Context: an optimization exercise on an open-source flow, tuned for small area. The choices shown serve that exercise and are no tape-out recipe.
Function was checked by simulation only, so behaviour that the tests miss may differ from the original.
Power is estimated from default activity; no workload was simulated.

==> design.v <==
module uart_spi_seq (
    input  wire        clk,
    input  wire        rst,           
    input  wire        crystal,       
    input  wire [39:0] now_ns,        
    input  wire        open_req,
    input  wire        close_req,
    input  wire        push_valid,
    input  wire [7:0]  push_data,
    output wire        push_ready,
    input  wire        fmt_valid,
    input  wire [17:0] fmt_baud,
    input  wire [3:0]  fmt_wlen,
    input  wire [1:0]  fmt_par,       
    input  wire [1:0]  fmt_stop,
    input  wire        flush_req,
    input  wire        stop_tx_req,
    input  wire        start_tx_req,
    input  wire        irq,
    output wire        x_valid,
    output reg  [15:0] x_word,
    input  wire        x_done,
    input  wire        x_err,
    input  wire [15:0] x_resp,
    output reg         rx_valid,
    output reg  [7:0]  rx_char,
    output reg         rx_perr,
    output wire [1:0]  line_state,    
    output reg  [1:0]  de_state,      
    output reg  [1:0]  outcome,       
    output reg         txe,
    output reg         rxa,
    output reg         cts
);
    localparam [3:0] S_EXITED = 4'd0, S_PARKED = 4'd1, S_TOP = 4'd2,
                     S_DRAIN  = 4'd3, S_TX     = 4'd4, S_END = 4'd5,
                     S_TXA    = 4'd6,    
                     S_ENDF   = 4'd7,    
                     W_CFG    = 4'd8, W_DEOFF  = 4'd9, W_RD  = 4'd10,
                     W_TXD    = 4'd11, W_STOP  = 4'd12;
    localparam [1:0] DE_OFF = 2'd0, DE_ON = 2'd1, DE_UNKNOWN = 2'd2;
    localparam [1:0] OC_NONE = 2'd0, OC_APPLIED = 2'd1, OC_SUPERSEDED = 2'd2;
    function [3:0] f_rate (input [7:0] f); f_rate = f[3:0]; endfunction
    function       f_w7   (input [7:0] f); f_w7   = f[4];   endfunction
    function       f_pe   (input [7:0] f); f_pe   = f[5];   endfunction
    function       f_st2  (input [7:0] f); f_st2  = f[6];   endfunction
    function       f_odd  (input [7:0] f); f_odd  = f[7];   endfunction
    function [4:0] rate_lookup (input [17:0] b);
        case (b)
            18'd300:    rate_lookup = {1'b1, 4'd0};
            18'd600:    rate_lookup = {1'b1, 4'd1};
            18'd1200:   rate_lookup = {1'b1, 4'd2};
            18'd2400:   rate_lookup = {1'b1, 4'd3};
            18'd4800:   rate_lookup = {1'b1, 4'd4};
            18'd9600:   rate_lookup = {1'b1, 4'd5};
            18'd19200:  rate_lookup = {1'b1, 4'd6};
            18'd38400:  rate_lookup = {1'b1, 4'd7};
            18'd57600:  rate_lookup = {1'b1, 4'd8};
            18'd115200: rate_lookup = {1'b1, 4'd9};
            18'd230400: rate_lookup = {1'b1, 4'd10};
            default:    rate_lookup = 5'd0;
        endcase
    endfunction
    function [3:0] rate_code (input xtal, input [3:0] r);
        if (r[3])
            rate_code = (xtal ? 4'd2 : 4'd1) - {2'd0, r[1:0]};
        else
            rate_code = (xtal ? 4'd0 : 4'd15) - {1'b0, r[2:0]};
    endfunction
    function [25:0] hold_rom (input [5:0] i);
        case (i)
            6'd0: hold_rom = 26'd29999997;
            6'd1: hold_rom = 26'd33333330;
            6'd2: hold_rom = 26'd36666663;
            6'd3: hold_rom = 26'd39999996;
            6'd4: hold_rom = 26'd14999994;
            6'd5: hold_rom = 26'd16666660;
            6'd6: hold_rom = 26'd18333326;
            6'd7: hold_rom = 26'd19999992;
            6'd8: hold_rom = 26'd7499997;
            6'd9: hold_rom = 26'd8333330;
            6'd10: hold_rom = 26'd9166663;
            6'd11: hold_rom = 26'd9999996;
            6'd12: hold_rom = 26'd3749994;
            6'd13: hold_rom = 26'd4166660;
            6'd14: hold_rom = 26'd4583326;
            6'd15: hold_rom = 26'd4999992;
            6'd16: hold_rom = 26'd1874997;
            6'd17: hold_rom = 26'd2083330;
            6'd18: hold_rom = 26'd2291663;
            6'd19: hold_rom = 26'd2499996;
            6'd20: hold_rom = 26'd937494;
            6'd21: hold_rom = 26'd1041660;
            6'd22: hold_rom = 26'd1145826;
            6'd23: hold_rom = 26'd1249992;
            6'd24: hold_rom = 26'd468747;
            6'd25: hold_rom = 26'd520830;
            6'd26: hold_rom = 26'd572913;
            6'd27: hold_rom = 26'd624996;
            6'd28: hold_rom = 26'd234369;
            6'd29: hold_rom = 26'd260410;
            6'd30: hold_rom = 26'd286451;
            6'd31: hold_rom = 26'd312492;
            6'd32: hold_rom = 26'd156249;
            6'd33: hold_rom = 26'd173610;
            6'd34: hold_rom = 26'd190971;
            6'd35: hold_rom = 26'd208332;
            6'd36: hold_rom = 26'd78120;
            6'd37: hold_rom = 26'd86800;
            6'd38: hold_rom = 26'd95480;
            6'd39: hold_rom = 26'd104160;
            6'd40: hold_rom = 26'd39060;
            6'd41: hold_rom = 26'd43400;
            6'd42: hold_rom = 26'd47740;
            6'd43: hold_rom = 26'd52080;
            default: hold_rom = 26'd0;
        endcase
    endfunction
    function [1:0] extra_bits (input [7:0] f);    
        extra_bits = {1'b0, !f_w7(f)} + {1'b0, f_pe(f)} + {1'b0, f_st2(f)};
    endfunction
    function less (input [39:0] a, input [39:0] b);
        integer i;
        begin
            less = 1'b0;
            for (i = 0; i < 40; i = i + 1)
                less = (!a[i] & b[i]) | (!a[i] & less) | (b[i] & less);
        end
    endfunction
    function [7:0] resolve (input xtal, input [17:0] b, input [3:0] wl,
                            input [1:0] par, input [1:0] st, input [7:0] g);
        reg [4:0] lk;
        reg [3:0] rc;
        reg       rw7, rpe, rodd, rst2;
        begin
            lk = rate_lookup(b);
            if (lk[4] && !(xtal ? (lk[3:0] == 4'd0) : (lk[3:0] == 4'd10)))
                rc = lk[3:0];
            else
                rc = f_rate(g);
            if (wl == 4'd7)      rw7 = 1'b1;
            else if (wl == 4'd8) rw7 = 1'b0;
            else                 rw7 = f_w7(g);
            if (par == 2'd3) begin rpe = f_pe(g); rodd = f_odd(g); end
            else             begin rpe = (par != 2'd0); rodd = (par == 2'd2); end
            if (st == 2'd1)      rst2 = 1'b0;
            else if (st == 2'd2) rst2 = 1'b1;
            else                 rst2 = f_st2(g);
            resolve = {rodd, rst2, rpe, rw7, rc};
        end
    endfunction
    reg [3:0]  st;
    reg [2:0]  drain_k;
    reg [7:0]  stg;             
    reg [7:0]  fmt;             
    reg [7:0]  pfmt;            
    reg [39:0] dl;              
    reg        dv;              
    reg        os_v;            
    reg        active;          
    reg        f_cfg, f_dis, f_tr, f_txs, f_stop, f_fls;
    reg        wake, txstop;
    reg [119:0] qv;             
    reg [3:0]  cnt;             
    wire       exited  = (st == S_EXITED);
    wire       q_empty = (cnt == 4'd0);
    wire       accept  = !exited && !f_stop;
    wire       lt      = dv && less(now_ns, dl);
    assign push_ready = accept && (cnt != 4'd15);
    assign x_valid    = st[3];
    assign line_state = {active, !active && !exited};
    localparam [7:0] DEFAULT_FMT = {1'b0, 1'b0, 1'b0, 1'b0, 4'd5};    
    reg  [7:0] q_old;           
    always @* begin
        case (cnt)
            4'd1: q_old = qv[7:0];
            4'd2: q_old = qv[15:8];
            4'd3: q_old = qv[23:16];
            4'd4: q_old = qv[31:24];
            4'd5: q_old = qv[39:32];
            4'd6: q_old = qv[47:40];
            4'd7: q_old = qv[55:48];
            4'd8: q_old = qv[63:56];
            4'd9: q_old = qv[71:64];
            4'd10: q_old = qv[79:72];
            4'd11: q_old = qv[87:80];
            4'd12: q_old = qv[95:88];
            4'd13: q_old = qv[103:96];
            4'd14: q_old = qv[111:104];
            4'd15: q_old = qv[119:112];
            default: q_old = 8'd0;
        endcase
    end
    wire [7:0] txd  = q_old & {!f_w7(fmt), 7'h7F};
    wire       txpt = f_pe(fmt) & (f_odd(fmt) ^ (^txd));
    always @* begin
        case (st[2:0])
            3'd0:    x_word = {8'hC4, 1'b0, pfmt[6:4], rate_code(crystal, f_rate(pfmt))};
            3'd1:    x_word = 16'h8400;
            3'd3:    x_word = {7'b1000001, txpt, txd};
            3'd4:    x_word = {8'hD4, 1'b0, pfmt[6:4], rate_code(crystal, f_rate(pfmt))};
            default: x_word = 16'h0000;
        endcase
    end
    wire [7:0] rch = x_resp[7:0] & {!f_w7(fmt), 7'h7F};
    reg [3:0]  st_n;
    reg [2:0]  drain_k_n;
    reg [7:0]  stg_n, fmt_n, pfmt_n;
    reg [39:0] dl_n;
    reg        dv_n, os_v_n, active_n;
    reg        f_cfg_n, f_dis_n, f_tr_n, f_txs_n, f_stop_n, f_fls_n;
    reg        wake_n, txstop_n;
    reg        q_pop, q_clr;
    reg        q_we;
    reg        rx_valid_n;
    reg [1:0]  de_n, outcome_n;
    reg        txe_n, rxa_n, cts_n;
    always @* begin
        st_n       = st;
        drain_k_n  = drain_k;
        stg_n      = stg;
        fmt_n      = fmt;
        pfmt_n     = pfmt;
        dl_n       = dl;
        dv_n       = dv;
        os_v_n     = os_v;
        active_n   = active;
        f_cfg_n    = f_cfg;
        f_dis_n    = f_dis;
        f_tr_n     = f_tr;
        f_txs_n    = f_txs;
        f_stop_n   = f_stop;
        f_fls_n    = f_fls;
        wake_n     = wake;
        txstop_n   = txstop;
        q_pop      = 1'b0;
        q_clr      = 1'b0;
        q_we       = 1'b0;
        rx_valid_n = 1'b0;
        de_n       = de_state;
        outcome_n  = outcome;
        txe_n      = txe;
        rxa_n      = rxa;
        cts_n      = cts;
        if (st == S_TXA)
            dl_n = dl + {14'd0, hold_rom({f_rate(fmt), extra_bits(fmt)})};
        case (st)
            S_PARKED: begin
                if (wake) begin
                    wake_n = 1'b0;
                    st_n   = S_TOP;
                end
            end
            S_TOP: begin
                if (f_stop) begin
                    pfmt_n = fmt;    
                    st_n   = W_STOP;
                end else if (f_dis) begin
                    f_dis_n = 1'b0;
                    if (f_txs || !q_empty) begin
                        os_v_n    = 1'b0;
                        outcome_n = OC_SUPERSEDED;
                    end else if (de_state == DE_OFF) begin
                        outcome_n = OC_SUPERSEDED;
                    end else if (lt) begin
                        os_v_n = 1'b1;
                    end else begin
                        st_n = W_DEOFF;
                    end
                end else if (f_cfg) begin
                    f_cfg_n = 1'b0;
                    pfmt_n  = stg;
                    st_n    = W_CFG;
                end else if (active) begin
                    f_txs_n = 1'b0;
                    f_tr_n  = 1'b0;
                    if (f_fls) begin
                        q_clr   = 1'b1;
                        f_fls_n = 1'b0;
                    end
                    drain_k_n = 3'd0;
                    st_n      = S_DRAIN;
                end else begin
                    st_n = S_END;
                end
            end
            S_DRAIN: begin
                st_n = f_stop ? S_TOP : W_RD;
            end
            S_TX, S_TXA: begin
                if (f_stop)
                    st_n = S_TOP;
                else if (q_empty || txstop || !txe)
                    st_n = S_END;
                else
                    st_n = W_TXD;
            end
            S_END, S_ENDF: begin
                if (q_empty && de_state != DE_OFF && !os_v && !f_dis && active)
                    os_v_n = 1'b1;
                if (st == S_ENDF)
                    st_n = S_PARKED;
                else if (f_stop || f_dis || f_cfg || f_tr || f_txs || (!q_empty && !txstop))
                    st_n = S_TOP;
                else
                    st_n = S_PARKED;
            end
            W_CFG, W_DEOFF, W_RD, W_TXD, W_STOP: begin
                if (x_done) begin
                    if (st == W_STOP) begin
                        if (!x_err) begin
                            txe_n = x_resp[14];
                            rxa_n = x_resp[15];
                        end
                        os_v_n   = 1'b0;
                        active_n = 1'b0;
                        f_cfg_n  = 1'b0;
                        f_dis_n  = 1'b0;
                        f_tr_n   = 1'b0;
                        f_txs_n  = 1'b0;
                        f_stop_n = 1'b0;
                        f_fls_n  = 1'b0;
                        wake_n   = 1'b0;
                        q_clr    = 1'b1;
                        de_n     = DE_UNKNOWN;
                        st_n     = S_EXITED;
                    end else if (x_err) begin
                        case (st)
                            W_CFG:   f_cfg_n = 1'b1;
                            W_DEOFF: f_dis_n = 1'b1;
                            default: f_tr_n  = 1'b1;
                        endcase
                        st_n = S_ENDF;
                    end else begin
                        txe_n = x_resp[14];
                        rxa_n = x_resp[15];
                        if (st != W_CFG) begin
                            cts_n = x_resp[9];
                            if (x_resp[15]) begin
                                rx_valid_n = 1'b1;
                                if (st != W_RD)
                                    f_tr_n = 1'b1;
                            end
                        end
                        case (st)
                            W_CFG: begin
                                fmt_n    = pfmt;
                                if (x_resp[15])
                                    f_tr_n = 1'b1;
                                active_n = 1'b1;
                                st_n     = S_TOP;
                            end
                            W_DEOFF: begin
                                de_n      = DE_OFF;
                                outcome_n = OC_APPLIED;
                                st_n      = S_TOP;
                            end
                            W_RD: begin
                                if (!x_resp[15]) begin
                                    st_n = S_TX;
                                end else if (drain_k == 3'd7) begin
                                    f_tr_n = 1'b1;
                                    st_n   = S_TX;
                                end else begin
                                    drain_k_n = drain_k + 3'd1;
                                    st_n      = S_DRAIN;
                                end
                            end
                            default: begin   
                                q_pop  = 1'b1;
                                de_n   = DE_ON;
                                if (os_v || f_dis)
                                    outcome_n = OC_SUPERSEDED;
                                os_v_n  = 1'b0;
                                f_dis_n = 1'b0;
                                if (!lt)
                                    dl_n = now_ns;
                                dv_n    = 1'b1;
                                st_n    = S_TXA;
                            end
                        endcase
                    end
                end
            end
            default: ;   
        endcase
        if (open_req && exited) begin
            txstop_n = 1'b0;
            f_cfg_n  = 1'b1;
            st_n     = S_PARKED;
            wake_n   = 1'b1;
        end
        if (close_req && accept) begin
            f_stop_n = 1'b1;
            wake_n   = 1'b1;
        end
        if (push_valid && push_ready) begin
            q_we    = 1'b1;
            f_txs_n = 1'b1;
            wake_n  = 1'b1;
        end
        if (fmt_valid && active && !f_stop) begin
            stg_n   = resolve(crystal, fmt_baud, fmt_wlen, fmt_par, fmt_stop, stg);
            f_cfg_n = 1'b1;
            wake_n  = 1'b1;
        end
        if (flush_req && accept) begin
            f_fls_n = 1'b1;
            f_tr_n  = 1'b1;
            wake_n  = 1'b1;
        end
        if (stop_tx_req && accept)
            txstop_n = 1'b1;
        if (start_tx_req && accept) begin
            txstop_n = 1'b0;
            f_txs_n  = 1'b1;
            wake_n   = 1'b1;
        end
        if (irq && !exited && !f_stop) begin
            f_tr_n = 1'b1;
            wake_n = 1'b1;
        end
        if (os_v_n && !lt) begin
            os_v_n  = 1'b0;
            f_dis_n = 1'b1;
            wake_n  = 1'b1;
        end
    end
    wire [3:0] cnt_n = (q_clr ? 4'd0 : cnt - {3'd0, q_pop}) + {3'd0, q_we};
    always @(posedge clk) begin
        if (q_we)
            qv <= {qv[111:0], push_data};
    end
    always @(posedge clk) begin
        drain_k <= drain_k_n;
        pfmt    <= pfmt_n;
        dl      <= dl_n;
        txstop  <= txstop_n;
        wake    <= wake_n;
        f_cfg   <= f_cfg_n;
        rx_char <= rch;
        rx_perr <= f_pe(fmt) & (x_resp[8] ^ f_odd(fmt) ^ (^rch));
    end
    always @(posedge clk) begin
        if (rst) begin
            st       <= S_EXITED;
            stg      <= DEFAULT_FMT;
            fmt      <= DEFAULT_FMT;
            dv       <= 1'b0;
            os_v     <= 1'b0;
            active   <= 1'b0;
            f_dis    <= 1'b0;
            f_tr     <= 1'b0;
            f_txs    <= 1'b0;
            f_stop   <= 1'b0;
            f_fls    <= 1'b0;
            cnt      <= 4'd0;
            rx_valid <= 1'b0;
            de_state <= DE_OFF;
            outcome  <= OC_NONE;
            txe      <= 1'b0;
            rxa      <= 1'b0;
            cts      <= 1'b0;
        end else begin
            st       <= st_n;
            stg      <= stg_n;
            fmt      <= fmt_n;
            dv       <= dv_n;
            os_v     <= os_v_n;
            active   <= active_n;
            f_dis    <= f_dis_n;
            f_tr     <= f_tr_n;
            f_txs    <= f_txs_n;
            f_stop   <= f_stop_n;
            f_fls    <= f_fls_n;
            cnt      <= cnt_n;
            rx_valid <= rx_valid_n;
            de_state <= de_n;
            outcome  <= outcome_n;
            txe      <= txe_n;
            rxa      <= rxa_n;
            cts      <= cts_n;
        end
    end
endmodule
==> flow/run.sh <==
#!/bin/bash
# Layout flow: the standard flow (standard.sh) with these changes:
#  - synthesis maps the logic with an area-oriented ABC script (abc_area.script
#    here, used in place of ORFS's abc_speed.script);
#    everything else in synthesis (synth_recipe.tcl: registers, flattening,
#    renaming) is unchanged;
#  - each port gets its buffer from the smallest buffer cell;
#  - the clock tree is built from clkbuf_8 cells over sink clusters of at most
#    16 flip-flops (flip-flop clock-pin slew stays near 110 ps), with no
#    dummy loads.
# Each tool's output goes to a log file in this folder.
set -euo pipefail
here=$(pwd)
rm -rf scripts_local
cp -r "$FLOW_HOME/scripts" scripts_local
cp flow/abc_area.script scripts_local/abc_speed.script
cat >> config.mk <<EOC
export BUFFER_PORTS_ARGS = -buffer_cell sky130_fd_sc_hd__buf_1
export CTS_ARGS = -sink_clustering_enable -repair_clock_nets -dont_use_dummy_load -buf_list sky130_fd_sc_hd__clkbuf_8 -root_buf sky130_fd_sc_hd__clkbuf_8 -sink_clustering_size 16 -sink_clustering_max_diameter 80
EOC
SCRIPTS_DIR="$here/scripts_local" bash standard.sh synth > synth.log 2>&1
bash standard.sh > layout.log 2>&1
rm -rf scripts_local
==> flow/abc_area.script <==
&get -n
&st
&deepsyn -T 60
&nf -R 1000
&put
topo
stime -c
==> standard.sh <==
#!/bin/bash
# synth_recipe.tcl (not shown) runs the flow's synth.tcl, then flattens the netlist and writes it again
# the make line also repeats each setting of config.mk as NAME=value (left out here)
make -C /OpenROAD-flow-scripts/flow DESIGN_CONFIG=/design/flow/config.mk WORK_HOME=/design/flow/orfs CLKGATE_MAP_FILE= SYNTH_SCRIPT=/design/flow/synth_recipe.tcl "${@:-finish}"
==> config.mk <==
export PLATFORM = sky130hd
export DESIGN_NAME = uart_spi_seq
export DESIGN_NICKNAME = uart_spi_seq
export VERILOG_FILES = /design/flow/design.v
export SDC_FILE = /design/flow/constraint.sdc
export NUM_CORES = 4
export LEC_CHECK = 0
export CAP_MARGIN = 20
export CORE_MARGIN = 2
export CORE_UTILIZATION = 40
export GPL_TIMING_DRIVEN = 0
export SLEW_MARGIN = 20
export BUFFER_PORTS_ARGS = -buffer_cell sky130_fd_sc_hd__buf_1
export CTS_ARGS = -sink_clustering_enable -repair_clock_nets -dont_use_dummy_load -buf_list sky130_fd_sc_hd__clkbuf_8 -root_buf sky130_fd_sc_hd__clkbuf_8 -sink_clustering_size 16 -sink_clustering_max_diameter 80
==> constraint.sdc <==
create_clock -name core_clock -period 10.0 [get_ports {clk}]
set_input_delay 2.0000 -clock core_clock [delete_from_list [all_inputs] [get_ports {clk}]]
set_output_delay 2.0000 -clock core_clock [all_outputs]
set_load 0.01 [all_outputs]
==> reports/qor.yml, run 1 <==
floorplan:
  die_h_um: 174
  rows: 62
  core_mm2: 0.0286
  start_util: 0.405
  die_width_um: 174
  dieArea_mm2: 0.0304
  num_io_pins: 140
yosys:
  synth-async-reset-ratio: 0
  synthesis.area_per_instance_um2: 9.92
  ys_seq_area_frac: 0.498
  yosys_warnings: 1
  syn-instance-count: 1168
  synth_edf_count: 131
  yosysUniqueCellTypes: 64
  syn_area_mm2: 0.0116
  synth-seq-cells: 223
  synth_top_flop_cell: "edfxtp_1"
clocking:
  cts_tree: "built"
  cts-root-buf: "clkbuf_8"
  clk_path_buf_depth: 3
  cts.clk_slew.worst_paths_ps: 110
  clock-sinks: 223
  h-tree-depth: 1
  clk-insertion-delay-late_ps: 550
  numCtsBuffers: 19
worst_setup_path:
  r2r_start: "fmt[6]"
  worstSetupEndpoint: "dl[39]"
  required_ps: 10470
  worstPathMaxFanout: 8
  critPathSlowestCell: "fa_2"
  cp_num_cells: 56
  reg2reg_depth: 56
  critPathMaxStageDelay_ps: 690
  end_kind: "register"
  cp_top_family: "simple AND/OR/NAND/NOR gates"
  criticalPathCategory: "reg -> reg"
  r2r-end: "dl[39]"
  cp.arrival_ps: 9410
  startpoint: "fmt[6]"
  worstSetupStartpointType: "register"
  crit_top_cell: "nand2b_1"
  path_buf_inv: 2
  r2r_slack_ps: 1060
routing:
  wl_per_cell_um: 18.4
  viasPerCell: 5.73
  wl_um: 31600
  vias: 9859
  ant_nets: 0
  drtPass1Iterations: 6
  drtIter0Drc: 1019
  drc_errors: 0
global_routing:
  grt.overflow.total: 0
  antenna_found_initial: 0
  grt_pass1_vias: 9259
  grt_pass1_wl_um: 50000
  grt_usage: 0.203
  grt_max_degree: 55
placed_design:
  place_ws_ps: 200
  port_buffers: 133
  placed_area_mm2: 0.0127
  place.gp.congestion: 0.938
  dpl.cell_count: 1691
  hpwl_um: 22700
power_and_ir_drop:
  ir_worst_vdd_v: 0.000190
  p_leak_nw: 4.49
  p_per_area_mw_per_mm2: 217
sta:
  max_freq_mhz: 112
  timing.final.crit_period_ps: 8940
  tightest_slew_ps: 1130
  setup_tns_ps: 0
  rsz0062_at_grt: "no"
  drv_slew: 0
  finalSetupViolCount: 0
  clock_skew_ps: 57.7
  setup_ws_ps: 1060
  fin_crit_sh: 0.894
  finalHoldViolations: 0
  slew_headroom: 0.244
final_layout:
  design_area_mm2: 0.0131
  num_antenna_cells: 0
  nets: 1491
  drive_above_1_share: 0.0442
  synthToLayoutAreaGrowth_pct: 12.9
  final_cells: 1720
  n_fill_cell: 2776
  fin_util: 0.457
status:
  status: "no timing/DRC/antenna violations"
worst_hold_path:
  hold_class: "reg -> reg"
job:
  drv_cap: 0
## registers in the layout, summed over array words and instances (netlist names), 4 cells and up
name     count
qv         120
dl          40
fmt          8
pfmt         8
rx_char      8
stg          8
cnt          4
st           4
## Yosys cell counts, types with 12 or more instances
library cell	number	area [µm²]
a21oi_1	70	350
a221o_1	24	240
a221oi_1	14	123
a222oi_1	13	130
a22o_1	22	193
a22oi_1	36	270
a31oi_1	12	75.1
and2_0	27	169
clkinv_1	76	285
dfxtp_1	92	1840
edfxtp_1	131	3930
ha_1	46	576
nand2_1	94	353
nand2b_1	34	213
nand3_1	34	170
nor2_1	127	477
nor2b_1	15	93.8
nor3_1	50	250
o21ai_0	66	330
o221ai_1	13	114
o22ai_1	19	119
xnor2_1	22	193
## stage by stage
stage               hold WS, ps  total power, W
global placement            428         0.00238
floorplan                   415         0.00209
global route                401         0.00304
detailed placement          432         0.00238
CTS                         397         0.00285
finish                      396         0.00284
## cells by family after synthesis
logic type,Yosys count,share of synthesized area
simple gates,418,0.171
compound gates,361,0.219
flops,223,0.498
buf+inv,79,0.0266
fa+ha+maj,53,0.0592
xor+xnor,26,0.0196
mux,7,0.00648
other cells,1,0.000324
## where the power goes
part	switching (W)	leakage, nW	internal, W	total, W
logic	0.000554	2.39	0.000357	0.000911
clock network	0.000294	0.137	0.000171	0.000465
registers	0.000180	1.96	0.00128	0.00146
## layer usage
layer | vias up | routed length (µm) | part of all wire | track usage
li1 | 4805 | - | - | -
met5 | - | 0 | 0 | 0
met2 | 330 | 14300 | 0.45 | 0.324
met1 | 4675 | 14600 | 0.46 | 0.293
met4 | 0 | 706 | 0.022 | 0.0469
met3 | 49 | 1930 | 0.061 | 0.0302
## worst min-delay path by stage
stage | slack [ps] | end | start | depth (start not counted)
finish | 400 | qv[96] | qv[88] | 0
floorplan | 410 | stg[2] | stg[2] | 2
global placement | 430 | qv[116] | qv[108] | 0
detailed placement | 430 | qv[112] | qv[104] | 0
global route | 400 | qv[96] | qv[88] | 0
CTS | 400 | qv[96] | qv[88] | 0
## cell type report
cell class / instances / area (µm²) / share of cell area
plain buffers: 3 / 22.5 / 0.00172
clock buffers: 19 / 262 / 0.0200
inverters: 76 / 297 / 0.0227
multi-input cells: 867 / 5580 / 0.427
flip-flops and latches: 223 / 5780 / 0.442
well taps: 384 / 480 / 0.0367
repair buffers: 148 / 658 / 0.0503
## placed cells by master (no fill, tap or decap), drive strengths merged, types with 7 or more instances in the layout
cell type  synthesis  final
o21a               8      8
o221ai            13     13
xnor2             22     22
nand2             94     94
a221o             24     24
o22ai             19     19
nand3             34     34
edfxtp           131    131
and3               7      7
a22oi             36     36
a21oi             70     70
a222oi            13     13
a31oi             12     12
dfxtp             92     92
clkinv            76     72
clkbuf             0     19
buf                3    151
nand2b            34     34
nor2             127    127
and2              27     27
o21ai             66     66
nor3              50     50
o211ai            10     10
a221oi            14     14
ha                46     46
nor2b             15     15
a22o              22     22
a211oi             9      9
## worst register-to-register path: cells and delay by family, from the launching register on
kind                     cells  cell delay (ps)
AND/OR/NAND/NOR             32             3890
flip-flops                   1              360
buffers and inverters        2              360
XOR/XNOR                     1              120
AO/OA/AOI/OAI               18             2850
adder cells (fa/ha/maj)      3             1240
## what timing repair did
action,4_1_cts,5_1_grt
gates resized for setup,0,13
hold buffers,0,0
setup endpoints to repair,0,11
buffers inserted,0,10
==> run 2: changes to the inputs <==
--- a/config.mk
+++ b/config.mk
@@ -8,7 +8,6 @@
 export CAP_MARGIN = 20
 export CORE_MARGIN = 2
 export CORE_UTILIZATION = 40
-export GPL_TIMING_DRIVEN = 0
 export SLEW_MARGIN = 20
 export BUFFER_PORTS_ARGS = -buffer_cell sky130_fd_sc_hd__buf_1
 export CTS_ARGS = -sink_clustering_enable -repair_clock_nets -dont_use_dummy_load -buf_list sky130_fd_sc_hd__clkbuf_8 -root_buf sky130_fd_sc_hd__clkbuf_8 -sink_clustering_size 16 -sink_clustering_max_diameter 80
==> run 2 against run 1 <==
Compared with the run above:
- synthesized cell count unchanged
- flip-flop and latch count unchanged
- maximum frequency down 1.6%
- critical path depth down 1
- clock power up 1%
- highest routed layer unchanged
- combinational power down 2%
- first-iteration DRC count down 9.8%
- cell area down 0.48%
- non-clock buffer count up 5
- cell count up 0.35%
- via count up 0.76%
- still clean
- area after synthesis unchanged
==> reports/qor.yml, run 2 <==
final_layout:
  regMostFlops: "qv"  # unchanged
  drive_above_1_share: 0.0358  # was 0.0442
  final_common_cell: "buf_1"  # unchanged
  final_cell_mix: "buf_1 (133), edfxtp_1 (131), nor2_1 (127)"  # was buf_1 (132), edfxtp_1 (131), nor2_1 (126)
  n_fill_cell: 2774  # was 2776
  largest_register_ff_count: 120  # unchanged
  synthToLayoutAreaGrowth_pct: 12.3  # was 12.9%
  nets: 1497  # was 1491
  largestRegisters: "qv: 120 flops, dl: 40 flops"  # unchanged
  multi_input_area_mm2: 0.00553  # was 0.00558 mm²
  num_antenna_cells: 0  # unchanged
  seqCellArea_mm2: 0.00578  # about the same
  design_area_mm2: 0.0130  # was 0.0131 mm²
global_routing:
  antenna_found_initial: 0  # unchanged
  grt_max_degree: 63  # was 55
  grt.overflow.total: 0  # unchanged
  grt_pass1_vias: 9337  # was 9259
  grt_pass1_wl_um: 50200  # was 50000 µm
  grt_usage: 0.203  # about the same
sta:
  drv_slew: 0  # unchanged
  slew_headroom: 0.281  # was 0.244
  clock_skew_ps: 96.4  # was 57.7 ps
  fin_crit_sh: 0.908  # was 0.894
  max_freq_mhz: 110  # was 112 MHz
  rsz0062_at_grt: "no"  # unchanged
  tightest_slew_ps: 1080  # was 1130 ps
  finalHoldViolations: 0  # unchanged
  holdWs_ps: 427  # was 396 ps
  setup_tns_ps: 0  # unchanged
  timing.final.crit_period_ps: 9080  # was 8940 ps
  finalSetupViolCount: 0  # unchanged
yosys:
  synth_top_family_by_area: "compound AO/OA/AOI/OAI gates"  # unchanged
  synth_top_flop_cell: "edfxtp_1"  # unchanged
  synth.area.top_cells: "edfxtp_1 (34%), dfxtp_1 (16%), ha_1 (5.0%)"  # unchanged
  synth_area_leader_cell: "edfxtp_1"  # unchanged
  yosys_warnings: 1  # unchanged
  synthesis.area_per_instance_um2: 9.92  # unchanged
  synth_compound_area_frac: 0.219  # unchanged
  syn-instance-count: 1168  # unchanged
  synth_xor_area_frac: 0.0196  # unchanged
  yosysUniqueCellTypes: 64  # unchanged
  synth_simple_gate_area_frac: 0.171  # unchanged
  synth_edf_count: 131  # unchanged
  syn_area_mm2: 0.0116  # unchanged
  synth-seq-cells: 223  # unchanged
  synthMuxAreaShare: 0.00648  # unchanged
  synth-async-reset-ratio: 0  # unchanged
  synth_common_cells: "edfxtp_1 (131), nor2_1 (127), nand2_1 (94), dfxtp_1 (92), clkinv_1 (76)"  # unchanged
  synth_fa_ha_area_frac: 0.0592  # unchanged
  synth_top_area_share: 0.339  # unchanged
  ys_seq_area_frac: 0.498  # unchanged
  synth.most_common_cell: "edfxtp_1"  # unchanged
power_and_ir_drop:
  p_leak_nw: 4.48  # was 4.49 nW
  p_per_area_mw_per_mm2: 217  # about the same
  p_sw_frac: 0.360  # was 0.362
  ir_worst_vdd_v: 0.000233  # was 0.000190 V
  intPower_w: 0.00180  # was 0.00181 W
  combPwrFrac: 0.316  # was 0.321
  p_sw_w: 0.00102  # was 0.00103 W
  p_clk_frac: 0.167  # was 0.164
  seq_power_share: 0.517  # was 0.515
worst_hold_path:
  worstHoldStart: "qv[51]"  # was qv[88]
  holdPathStages: 0  # unchanged
  hold_class: "reg -> reg"  # unchanged
  hold_end: "qv[59]"  # was qv[96]
worst_setup_path:
  crit_top_cell: "nand2b_1"  # unchanged
  reg2reg_depth: 55  # was 56
  r2r_start: "fmt[5]"  # was fmt[6]
  critPathSlowestCell: "fa_1"  # was fa_2
  required_ps: 10460  # was 10470 ps
  critPathMaxStageDelay_ps: 570  # was 690 ps
  r2r_slack_ps: 920  # was 1060 ps
  worstPathMaxFanout: 12  # was 8
  criticalPathCategory: "reg -> reg"  # unchanged
  end_kind: "register"  # unchanged
  r2r-end: "dl[39]"  # unchanged
  cp.arrival_ps: 9540  # was 9410 ps
  worstSetupStartpointType: "register"  # unchanged
placed_design:
  hpwl_um: 22900  # was 22700 µm
  place.gp.congestion: 0.932  # was 0.938
  placed_area_mm2: 0.0127  # about the same
  port_buffers: 133  # unchanged
clocking:
  clk-insertion-delay-late_ps: 560  # was 550 ps
  clock-sinks: 223  # unchanged
  numCtsBuffers: 20  # was 19
  cts-root-buf: "clkbuf_8"  # unchanged
  postCtsHoldBufs: 0  # unchanged
  clk_path_buf_depth: 3  # unchanged
  cts_setup_buffers: 0  # unchanged
  cts.clk_slew.worst_paths_ps: 100  # was 110 ps
  cts_resized: 0  # unchanged
  cts_tree: "built"  # unchanged
  h-tree-depth: 1  # unchanged
routing:
  ant_nets: 0  # unchanged
  viasPerCell: 5.76  # was 5.73
  drtPass1Iterations: 6  # unchanged
  wl_per_cell_um: 18.4  # about the same
  wl_um: 31700  # was 31600 µm
  drc_errors: 0  # unchanged
  drtIter0Drc: 919  # was 1019
  vias: 9934  # was 9859
floorplan:
  dieArea_mm2: 0.0304  # unchanged
  die_h_um: 174  # unchanged
  core_mm2: 0.0286  # unchanged
  die_width_um: 174  # unchanged
  rows: 62  # unchanged
  start_util: 0.405  # unchanged
  num_io_pins: 140  # unchanged
job:
  drv_cap: 0  # unchanged
status:
  status: "no timing/DRC/antenna violations"  # unchanged
[run 2: cell counts after synthesis]
No cell type changed its count.
[run 2: critical path, delay by kind of cell (launching register included)]
| kind | cells | cell delay (ps) |
|---|---|---|
| DFF | 1 | 400 |
| adders and majority gates | 3 | 1440 |
| buffers and inverters | 3 | 330 |
| xor gates and xnor gates | 1 | 110 |
| and+or+nand+nor | 31 | 3860 |
| AOI/OAI and AO/OA | 17 | 2810 |
[run 2: per-stage QoR]
stage | power [W] | utilization | cells | setup slack, ps
after detailed placement | 0.00237 | 0.445 | 1706 | 1010
final | 0.00282 | 0.455 | 1726 | 918
after floorplan | 0.00209 | - | 1169 | 1340
after global routing | 0.00302 | 0.455 | 1726 | 4.84
after global placement | 0.00235 | 0.445 | 1706 | 1070
after CTS | 0.00284 | 0.455 | 1726 | 920
[run 2: how the worst max path moves through the flow]
stage | from | to | slack [ps]
global placement | now_ns[1] | dl[7] | 1070
floorplan | now_ns[2] | dl[10] | 1340
finish | fmt[5] | dl[39] | 920
CTS | fmt[5] | dl[39] | 920
detailed placement | fmt[5] | dl[39] | 1010
global route | fmt[5] | dl[39] | 5
[run 2: layer usage]
metal	track usage	vias up	wire length [µm]
li1	-	4832	-
met1	0.292	4703	14800
met2	0.328	348	14500
met3	0.0234	51	1750
met4	0.0501	0	760
met5	0	-	0
[run 2: logic make-up (layout without fill, tap and decap cells)]
group                      Yosys count  after routing
buffers and inverters               79            252
AOI/OAI and AO/OA                  361            361
and+or+nand+nor                    418            418
DFF                                223            223
muxes                                7              7
other                                1              2
xor gates and xnor gates            26             26
adders and majority gates           53             53
[run 2: power by group through the flow]
| stage | logic [W] | clock network [W] | registers [W] |
|---|---|---|---|
| finish | 0.000893 | 0.000471 | 0.00146 |
| global route | 0.00101 | 0.000522 | 0.00149 |
| CTS | 0.000897 | 0.000490 | 0.00146 |
| detailed placement | 0.000895 | 0 | 0.00148 |
| global placement | 0.000881 | 0 | 0.00147 |
| floorplan | 0.000640 | 0 | 0.00145 |
[run 2: final cells by class]
cell class	count	share of cell area
multi-input cells	867	0.425
repair buffers	156	0.0516
clock buffers	20	0.0211
inverters	76	0.0219
flip-flops and latches	223	0.444
well taps	384	0.0369
==> run 3: changes to the inputs <==
--- a/flow/run.sh
+++ b/flow/run.sh
@@ -1,7 +1,8 @@
 #!/bin/bash
 # Layout flow: the standard flow (standard.sh) with these changes:
 #  - synthesis maps the logic with an area-oriented ABC script (abc_area.script
-#    here, used in place of ORFS's abc_speed.script);
+#    here, used in place of ORFS's abc_speed.script; it leaves gate sizing and
+#    buffering to the layout's repair steps);
 #    everything else in synthesis (synth_recipe.tcl: registers, flattening,
 #    renaming) is unchanged;
 #  - each port gets its buffer from the smallest buffer cell;
==> run 3 against run 2 <==
Compared with the run above:
- still clean
- count of clock-buffer cells in the layout stayed put
- clock skew unchanged
- flip-flop and latch count did not move
- sequential power barely moved
- wire length is the same
- cell count unchanged
- total power is the same
- global-route usage unchanged
- area after synthesis did not move
- die area stayed put
- combinational power hardly changed
- largest cell class unchanged
==> reports/qor.yml, run 3 <==
yosys:
  synth_top_area_share: 0.339  # unchanged
  yosys_warnings: 1  # unchanged
  synth-async-reset-ratio: 0  # unchanged
  synth.most_common_cell: "edfxtp_1"  # unchanged
  ys_seq_area_frac: 0.498  # unchanged
  synth_common_cells: "edfxtp_1 (131), nor2_1 (127), nand2_1 (94), dfxtp_1 (92), clkinv_1 (76)"  # unchanged
  syn-instance-count: 1168  # unchanged
  syn_area_mm2: 0.0116  # unchanged
  synth-seq-cells: 223  # unchanged
  synth_area_leader_cell: "edfxtp_1"  # unchanged
  yosysUniqueCellTypes: 64  # unchanged
  synthesis.area_per_instance_um2: 9.92  # unchanged
  synth_top_flop_cell: "edfxtp_1"  # unchanged
  synth.area.top_cells: "edfxtp_1 (34%), dfxtp_1 (16%), ha_1 (5.0%)"  # unchanged
  synth_edf_count: 131  # unchanged
clocking:
  cts_tree: "built"  # unchanged
  clock-sinks: 223  # unchanged
  h-tree-depth: 1  # unchanged
  clk_path_buf_depth: 3  # unchanged
  cts-root-buf: "clkbuf_8"  # unchanged
  numCtsBuffers: 20  # unchanged
  cts.clk_slew.worst_paths_ps: 100  # about the same
  cts_setup_buffers: 0  # unchanged
  clk-insertion-delay-late_ps: 560  # about the same
floorplan:
  core_mm2: 0.0286  # unchanged
  start_util: 0.405  # unchanged
  die_width_um: 174  # unchanged
  die_h_um: 174  # unchanged
  dieArea_mm2: 0.0304  # unchanged
  rows: 62  # unchanged
  num_io_pins: 140  # unchanged
final_layout:
  final_common_cell: "buf_1"  # unchanged
  regMostFlops: "qv"  # unchanged
  largestRegisters: "qv: 120 flops, dl: 40 flops"  # unchanged
  drive_above_1_share: 0.0358  # unchanged
  final_cell_mix: "buf_1 (133), edfxtp_1 (131), nor2_1 (127)"  # unchanged
  nets: 1497  # unchanged
  synthToLayoutAreaGrowth_pct: 12.3  # unchanged
  num_antenna_cells: 0  # unchanged
  largest_register_ff_count: 120  # unchanged
worst_hold_path:
  hold_class: "reg -> reg"  # unchanged
  worstHoldStart: "qv[51]"  # unchanged
  hold_end: "qv[59]"  # unchanged
  holdPathStages: 0  # unchanged
power_and_ir_drop:
  seq_power_share: 0.517  # about the same
  p_sw_w: 0.00102  # unchanged
  combPwrFrac: 0.316  # about the same
  p_leak_nw: 4.48  # unchanged
  p_clk_frac: 0.167  # about the same
  p_per_area_mw_per_mm2: 217  # unchanged
  ir_worst_vdd_v: 0.000233  # unchanged
  intPower_w: 0.00180  # unchanged
  p_sw_frac: 0.360  # unchanged
worst_setup_path:
  r2r_start: "fmt[5]"  # unchanged
  crit_top_cell: "nand2b_1"  # unchanged
  criticalPathCategory: "reg -> reg"  # unchanged
  r2r-end: "dl[39]"  # unchanged
  end_kind: "register"  # unchanged
  r2r_slack_ps: 920  # about the same
  critPathMaxStageDelay_ps: 570  # about the same
  worstPathMaxFanout: 12  # unchanged
  required_ps: 10460  # about the same
  worstSetupStartpointType: "register"  # unchanged
  critPathSlowestCell: "fa_1"  # unchanged
  cp.arrival_ps: 9540  # about the same
  reg2reg_depth: 55  # unchanged
routing:
  drc_errors: 0  # unchanged
  wl_per_cell_um: 18.4  # unchanged
  drtPass1Iterations: 6  # unchanged
  drtIter0Drc: 919  # unchanged
  ant_nets: 0  # unchanged
  wl_um: 31700  # unchanged
  vias: 9934  # unchanged
  viasPerCell: 5.76  # unchanged
sta:
  fin_crit_sh: 0.908  # unchanged
  tightest_slew_ps: 1080  # unchanged
  setup_ws_ps: 918  # unchanged
  max_freq_mhz: 110  # unchanged
  slew_headroom: 0.281  # unchanged
  rsz0062_at_grt: "no"  # unchanged
  clock_skew_ps: 96.4  # unchanged
  finalSetupViolCount: 0  # unchanged
  timing.final.crit_period_ps: 9080  # unchanged
  setup_tns_ps: 0  # unchanged
  finalHoldViolations: 0  # unchanged
  drv_slew: 0  # unchanged
placed_design:
  place_ws_ps: 1010  # unchanged
  hpwl_um: 22900  # unchanged
  place.gp.congestion: 0.932  # unchanged
  port_buffers: 133  # unchanged
global_routing:
  grt_pass1_wl_um: 50200  # unchanged
  grt_max_degree: 63  # unchanged
  antenna_found_initial: 0  # unchanged
  grt.overflow.total: 0  # unchanged
  grt_pass1_vias: 9337  # unchanged
  grt_usage: 0.203  # unchanged
status:
  status: "no timing/DRC/antenna violations"  # unchanged
job:
  drv_cap: 0  # unchanged
## run 3: cell counts after synthesis
Identical to the previous run, type by type.
## run 3: power groups by stage
| stage | registers [W] | logic, W | clock network [W] |
|---|---|---|---|
| 2_1_floorplan | 0.00145 | 0.000640 | 0 |
| 3_5_place_dp | 0.00148 | 0.000895 | 0 |
| 4_1_cts | 0.00146 | 0.000897 | 0.000490 |
| 3_3_place_gp | 0.00147 | 0.000881 | 0 |
| 5_1_grt | 0.00149 | 0.00101 | 0.000522 |
| 6_report | 0.00146 | 0.000893 | 0.000471 |
## run 3: cells by family (layout without fill, tap and decap cells)
group	Yosys count	in the layout	synth area share
other cells	1	2	0.000324
buf+inv	79	252	0.0266
simple gates	418	418	0.171
xor+xnor	26	26	0.0196
flops	223	223	0.498
fa+ha+maj	53	53	0.0592
mux	7	7	0.00648
compound gates	361	361	0.219
## run 3: repair_timing
item                                    CTS  global route
resized for setup                         0             1
hold buffers                              0             0
endpoints found under the setup margin    0             1
hold endpoints to repair                  0             0
## run 3: critical path: cells and delay by family (launching register included)
family	cells	cell delay, ps
simple gates	31	3860
compound gates	17	2810
fa+ha+maj	3	1440
flops	1	400
buf+inv	3	330
xor+xnor	1	110
## run 3: layout make-up
type	instances	area (µm²)
Clock buffer	20	275
Inverter	76	285
Timing Repair Buffer	156	672
Multi-Input combinational cell	867	5530
Sequential cell	223	5780
Fill cell	2774	15600
Tap cell	384	480
## run 3: layer usage
layer,track usage,routed length [µm]
met1,0.292,14800
met2,0.328,14500
met3,0.0234,1750
met4,0.0501,760
met5,0,0
## run 3: metrics by stage
stage / utilization / std cells / cell area, µm² / total power (W) / hold WS (ps)
floorplan: - / 1169 / 11600 / 0.00209 / 415
global placement: 0.445 / 1706 / 12700 / 0.00235 / 429
detailed placement: 0.445 / 1706 / 12700 / 0.00237 / 431
CTS: 0.455 / 1726 / 13000 / 0.00284 / 423
global route: 0.455 / 1726 / 13000 / 0.00302 / 410
finish: 0.455 / 1726 / 13000 / 0.00282 / 427
## run 3: worst max path at each step
stage               startpoint     end  slack [ps]
floorplan            now_ns[2]  dl[10]        1340
global placement     now_ns[1]   dl[7]        1070
detailed placement      fmt[5]  dl[39]        1010
CTS                     fmt[5]  dl[39]         920
global route            fmt[5]  dl[39]           5
finish                  fmt[5]  dl[39]         920
==> run 4: changes to the inputs <==
--- a/design.v
+++ b/design.v
@@ -119,12 +119,14 @@
     function [1:0] extra_bits (input [7:0] f);    
         extra_bits = {1'b0, !f_w7(f)} + {1'b0, f_pe(f)} + {1'b0, f_st2(f)};
     endfunction
-    function less (input [39:0] a, input [39:0] b);
+    function less_n (input [39:0] a, input [39:0] nb);
         integer i;
+        reg     c;
         begin
-            less = 1'b0;
+            c = 1'b1;
             for (i = 0; i < 40; i = i + 1)
-                less = (!a[i] & b[i]) | (!a[i] & less) | (b[i] & less);
+                c = (a[i] & nb[i]) | (a[i] & c) | (nb[i] & c);
+            less_n = !c;
         end
     endfunction
     function [7:0] resolve (input xtal, input [17:0] b, input [3:0] wl,
@@ -154,7 +156,7 @@
     reg [7:0]  stg;             
     reg [7:0]  fmt;             
     reg [7:0]  pfmt;            
-    reg [39:0] dl;              
+    reg [39:0] ndl;             
     reg        dv;              
     reg        os_v;            
     reg        active;          
@@ -165,7 +167,7 @@
     wire       exited  = (st == S_EXITED);
     wire       q_empty = (cnt == 4'd0);
     wire       accept  = !exited && !f_stop;
-    wire       lt      = dv && less(now_ns, dl);
+    wire       lt      = dv && less_n(now_ns, ndl);
     assign push_ready = accept && (cnt != 4'd15);
     assign x_valid    = st[3];
     assign line_state = {active, !active && !exited};
@@ -206,7 +208,7 @@
     reg [3:0]  st_n;
     reg [2:0]  drain_k_n;
     reg [7:0]  stg_n, fmt_n, pfmt_n;
-    reg [39:0] dl_n;
+    reg [39:0] ndl_n;
     reg        dv_n, os_v_n, active_n;
     reg        f_cfg_n, f_dis_n, f_tr_n, f_txs_n, f_stop_n, f_fls_n;
     reg        wake_n, txstop_n;
@@ -221,7 +223,7 @@
         stg_n      = stg;
         fmt_n      = fmt;
         pfmt_n     = pfmt;
-        dl_n       = dl;
+        ndl_n      = ndl;
         dv_n       = dv;
         os_v_n     = os_v;
         active_n   = active;
@@ -243,7 +245,7 @@
         rxa_n      = rxa;
         cts_n      = cts;
         if (st == S_TXA)
-            dl_n = dl + {14'd0, hold_rom({f_rate(fmt), extra_bits(fmt)})};
+            ndl_n = ndl - {14'd0, hold_rom({f_rate(fmt), extra_bits(fmt)})};    
         case (st)
             S_PARKED: begin
                 if (wake) begin
@@ -374,7 +376,7 @@
                                 os_v_n  = 1'b0;
                                 f_dis_n = 1'b0;
                                 if (!lt)
-                                    dl_n = now_ns;
+                                    ndl_n = ~now_ns;
                                 dv_n    = 1'b1;
                                 st_n    = S_TXA;
                             end
@@ -434,7 +436,7 @@
     always @(posedge clk) begin
         drain_k <= drain_k_n;
         pfmt    <= pfmt_n;
-        dl      <= dl_n;
+        ndl     <= ndl_n;
         txstop  <= txstop_n;
         wake    <= wake_n;
         f_cfg   <= f_cfg_n;
==> run 4 against run 3 <==
Compared with the run above:
- count of clock-buffer cells in the layout down 1
- clock skew fell by 42 ps
- synthesized cell count is 2.6% lower
- core utilization increased by 0.27 points
- worst hold slack gained 7.2 ps
- area after synthesis shrank 0.97%
- first-iteration DRC count decreased by 14%
==> reports/qor.yml, run 4 <==
placed_design:
  port_buffers: 133  # unchanged
  place_ws_ps: 630  # was 1010 ps
  place.gp.congestion: 0.951  # was 0.932
  hpwl_um: 22900  # about the same
yosys:
  synth_edf_count: 131  # unchanged
  synthesis.area_per_instance_um2: 10.1  # was 9.92 µm²
  synth_top_family_by_area: "compound AO/OA/AOI/OAI gates"  # unchanged
  synth-async-reset-ratio: 0  # unchanged
  synth.area.top_cells: "edfxtp_1 (34%), dfxtp_1 (16%), ha_1 (5.0%)"  # unchanged
  syn_area_mm2: 0.0115  # was 0.0116 mm²
  synth_top_area_share: 0.343  # was 0.339
  ys_seq_area_frac: 0.503  # was 0.498
  synth.most_common_cell: "edfxtp_1"  # unchanged
  synth_simple_gate_area_frac: 0.169  # was 0.171
  synth_area_leader_cell: "edfxtp_1"  # unchanged
  yosys_warnings: 1  # unchanged
  synth_top_flop_cell: "edfxtp_1"  # unchanged
  synth_common_cells: "edfxtp_1 (131), nor2_1 (126), dfxtp_1 (92), nand2_1 (87), o21ai_0 (86)"  # was edfxtp_1 (131), nor2_1 (127), nand2_1 (94), dfxtp_1 (92), clkinv_1 (76)
  yosysUniqueCellTypes: 59  # was 64
  synth-seq-cells: 223  # unchanged
  synthMuxAreaShare: 0.00567  # was 0.00648
  synth_xor_area_frac: 0.0191  # was 0.0196
  synth_compound_area_frac: 0.235  # was 0.219
  syn-instance-count: 1138  # was 1168
  synth_fa_ha_area_frac: 0.0571  # was 0.0592
worst_setup_path:
  required_ps: 10460  # about the same
  cp.arrival_ps: 9750  # was 9540 ps
  worstSetupStartpointType: "register"  # unchanged
  crit_top_cell: "a21o_1"  # was nand2b_1
  end_kind: "register"  # unchanged
  criticalPathCategory: "reg -> reg"  # unchanged
  critPathSlowestCell: "fa_1"  # unchanged
  worstPathMaxFanout: 10  # was 12
  critPathMaxStageDelay_ps: 530  # was 570 ps
power_and_ir_drop:
  p_leak_nw: 4.49  # was 4.48 nW
  p_per_area_mw_per_mm2: 212  # was 217 mW/mm²
  ir_worst_vdd_v: 0.000171  # was 0.000233 V
  total_power_w: 0.00276  # was 0.00282 W
final_layout:
  synthToLayoutAreaGrowth_pct: 13.5  # was 12.3%
  seqCellArea_mm2: 0.00578  # about the same
  n_fill_cell: 2807  # was 2774
  multi_input_area_mm2: 0.00564  # was 0.00553 mm²
  regMostFlops: "qv"  # unchanged
  drive_above_1_share: 0.0522  # was 0.0358
  final_common_cell: "buf_1"  # unchanged
  nets: 1478  # was 1497
  largest_register_ff_count: 120  # unchanged
  largestRegisters: "qv: 120 flops, ndl: 40 flops"  # was qv: 120 flops, dl: 40 flops
  fin_util: 0.457  # was 0.455
  final_cell_mix: "buf_1 (133), edfxtp_1 (131), nor2_1 (125)"  # was buf_1 (133), edfxtp_1 (131), nor2_1 (127)
  num_antenna_cells: 0  # unchanged
routing:
  drtIter0Drc: 792  # was 919
  vias: 9941  # was 9934
  wl_um: 32100  # was 31700 µm
  wl_per_cell_um: 18.8  # was 18.4 µm
  drc_errors: 0  # unchanged
  ant_nets: 0  # unchanged
  viasPerCell: 5.82  # was 5.76
  drtPass1Iterations: 5  # was 6
sta:
  clock_skew_ps: 54.6  # was 96.4 ps
  setup_tns_ps: 0  # unchanged
  fin_crit_sh: 0.928  # was 0.908
  finalSetupViolCount: 0  # unchanged
  timing.final.crit_period_ps: 9280  # was 9080 ps
  drv_slew: 0  # unchanged
  setup_ws_ps: 719  # was 918 ps
  tightest_slew_ps: 1020  # was 1080 ps
  holdWs_ps: 435  # was 427 ps
  slew_headroom: 0.320  # was 0.281
  finalHoldViolations: 0  # unchanged
  max_freq_mhz: 108  # was 110 MHz
floorplan:
  dieArea_mm2: 0.0301  # was 0.0304 mm²
  num_io_pins: 140  # unchanged
  core_mm2: 0.0285  # was 0.0286 mm²
  start_util: 0.403  # was 0.405
  rows: 62  # unchanged
  die_h_um: 173  # was 174 µm
  die_width_um: 173  # was 174 µm
global_routing:
  grt_pass1_vias: 9576  # was 9337
  grt_pass1_wl_um: 51400  # was 50200 µm
  grt_max_degree: 84  # was 63
  grt_usage: 0.210  # was 0.203
  grt.overflow.total: 0  # unchanged
  antenna_found_initial: 0  # unchanged
clocking:
  cts.clk_slew.worst_paths_ps: 110  # was 100 ps
  clock-sinks: 223  # unchanged
  h-tree-depth: 1  # unchanged
  cts-root-buf: "clkbuf_8"  # unchanged
  clk_path_buf_depth: 3  # unchanged
  cts_tree: "built"  # unchanged
  numCtsBuffers: 19  # was 20
  clk-insertion-delay-late_ps: 540  # was 560 ps
worst_hold_path:
  hold_class: "reg -> reg"  # unchanged
status:
  status: "no timing/DRC/antenna violations"  # unchanged
job:
  drv_cap: 0  # unchanged
## run 4: changes by cell type in the layout (fill, tap and decap cells not counted), moves of 13 or more
cell	before	now
clkinv_1	76	27
a21o_1	5	28
a221o_1	24	2
nor3_1	49	28
o21ai_0	66	86
o211ai_1	10	28
a221oi_1	14	27
## run 4: area by class of cell
type / count / share of cell area
sequential: 223 / 0.444
multi-input combinational: 886 / 0.433
timing repair buffer: 168 / 0.0588
tap: 384 / 0.0369
clock buffer: 19 / 0.0201
inverter: 27 / 0.00778
## run 4: logic make-up (layout without fill, tap and decap cells)
kind of cell             after synthesis  after routing
AND/OR/NAND/NOR                      402            402
flip-flops                           223            223
AO/OA/AOI/OAI                        401            401
buffers and inverters                 30            214
multiplexers                           6              6
other                                  1              2
XOR/XNOR                              25             25
adder cells (fa/ha/maj)               50             50
## run 4: through the flow
step / instances / cell area, µm²
floorplan: 1139 / 11500
global placement: 1688 / 12700
detailed placement: 1688 / 12700
CTS: 1707 / 13000
global route: 1707 / 13000
finish: 1707 / 13000
## run 4: worst paths after layout
kind,cells after the start,endpoint,slack (ps),start
setup reg to reg,42,ndl[39],720,fmt[5]
hold / removal,0,qv[118],430,qv[110]
setup / recovery,42,ndl[39],720,fmt[5]
hold reg to reg,0,qv[118],430,qv[110]
## run 4: power by group
part / switching, W / internal (W) / total, W / leakage [nW]
clock network: 0.000292 / 0.000171 / 0.000463 / 0.137
logic: 0.000536 / 0.000322 / 0.000857 / 2.41
registers: 0.000155 / 0.00128 / 0.00144 / 1.94
total: 0.000982 / 0.00178 / 0.00276 / 4.49
## run 4: worst max-delay path: cells and delay by family, from the launching register on
family | cells | cell delay [ps]
compound gates | 25 | 4750
simple gates | 11 | 2430
fa+ha+maj | 3 | 1160
buf+inv | 2 | 300
flops | 1 | 400
xor+xnor | 1 | 180
## run 4: timing repair
action                     CTS  global route
gates resized for setup      0            11
setup endpoints to repair    0             4
hold buffers                 0             0
buffers inserted             0             0
## run 4: per-layer routing
metal	track usage	vias to the layer above	routed length (µm)
met4	0.0600	0	824
met3	0.0287	56	2080
li1	-	4790	-
met2	0.344	373	14900
met5	0	-	0
met1	0.291	4722	14200

[port drivers added, routing unchanged]
In the flow no input, the clock included, has a driving cell. The finished layouts below were timed again as built, in two steps.
Step 1 (the two cells are an assumption about what drives the block):
set clk [get_ports {clk}]
set_driving_cell -lib_cell sky130_fd_sc_hd__clkbuf_16 $clk
set_driving_cell -lib_cell sky130_fd_sc_hd__buf_2 [delete_from_list [all_inputs] $clk]
Step 2 moves the port delays by t, midway between the first and last clock arrival at a register: inputs arrive t later, outputs are due t later. That takes back most of the time a late clock gives input paths.
a / b / c = ideal / step 1 / step 2; a / b = the first two.
run	t (ns)	setup WS [ns]	worst register clock-pin slew, ns
run 1	0.566	1.060 / 1.060 / 1.057	0.11 / 0.11
run 2	0.562	0.918 / 0.918 / 0.918	0.11 / 0.11
run 3	0.562	0.918 / 0.918 / 0.918	0.11 / 0.11
run 4	0.557	0.719 / 0.719 / 0.719	0.11 / 0.11
After both steps every run listed still meets setup and hold. The setup slack of run 1, which loses most, moves by 0.000 ns with the drivers and by -0.003 ns with both steps.
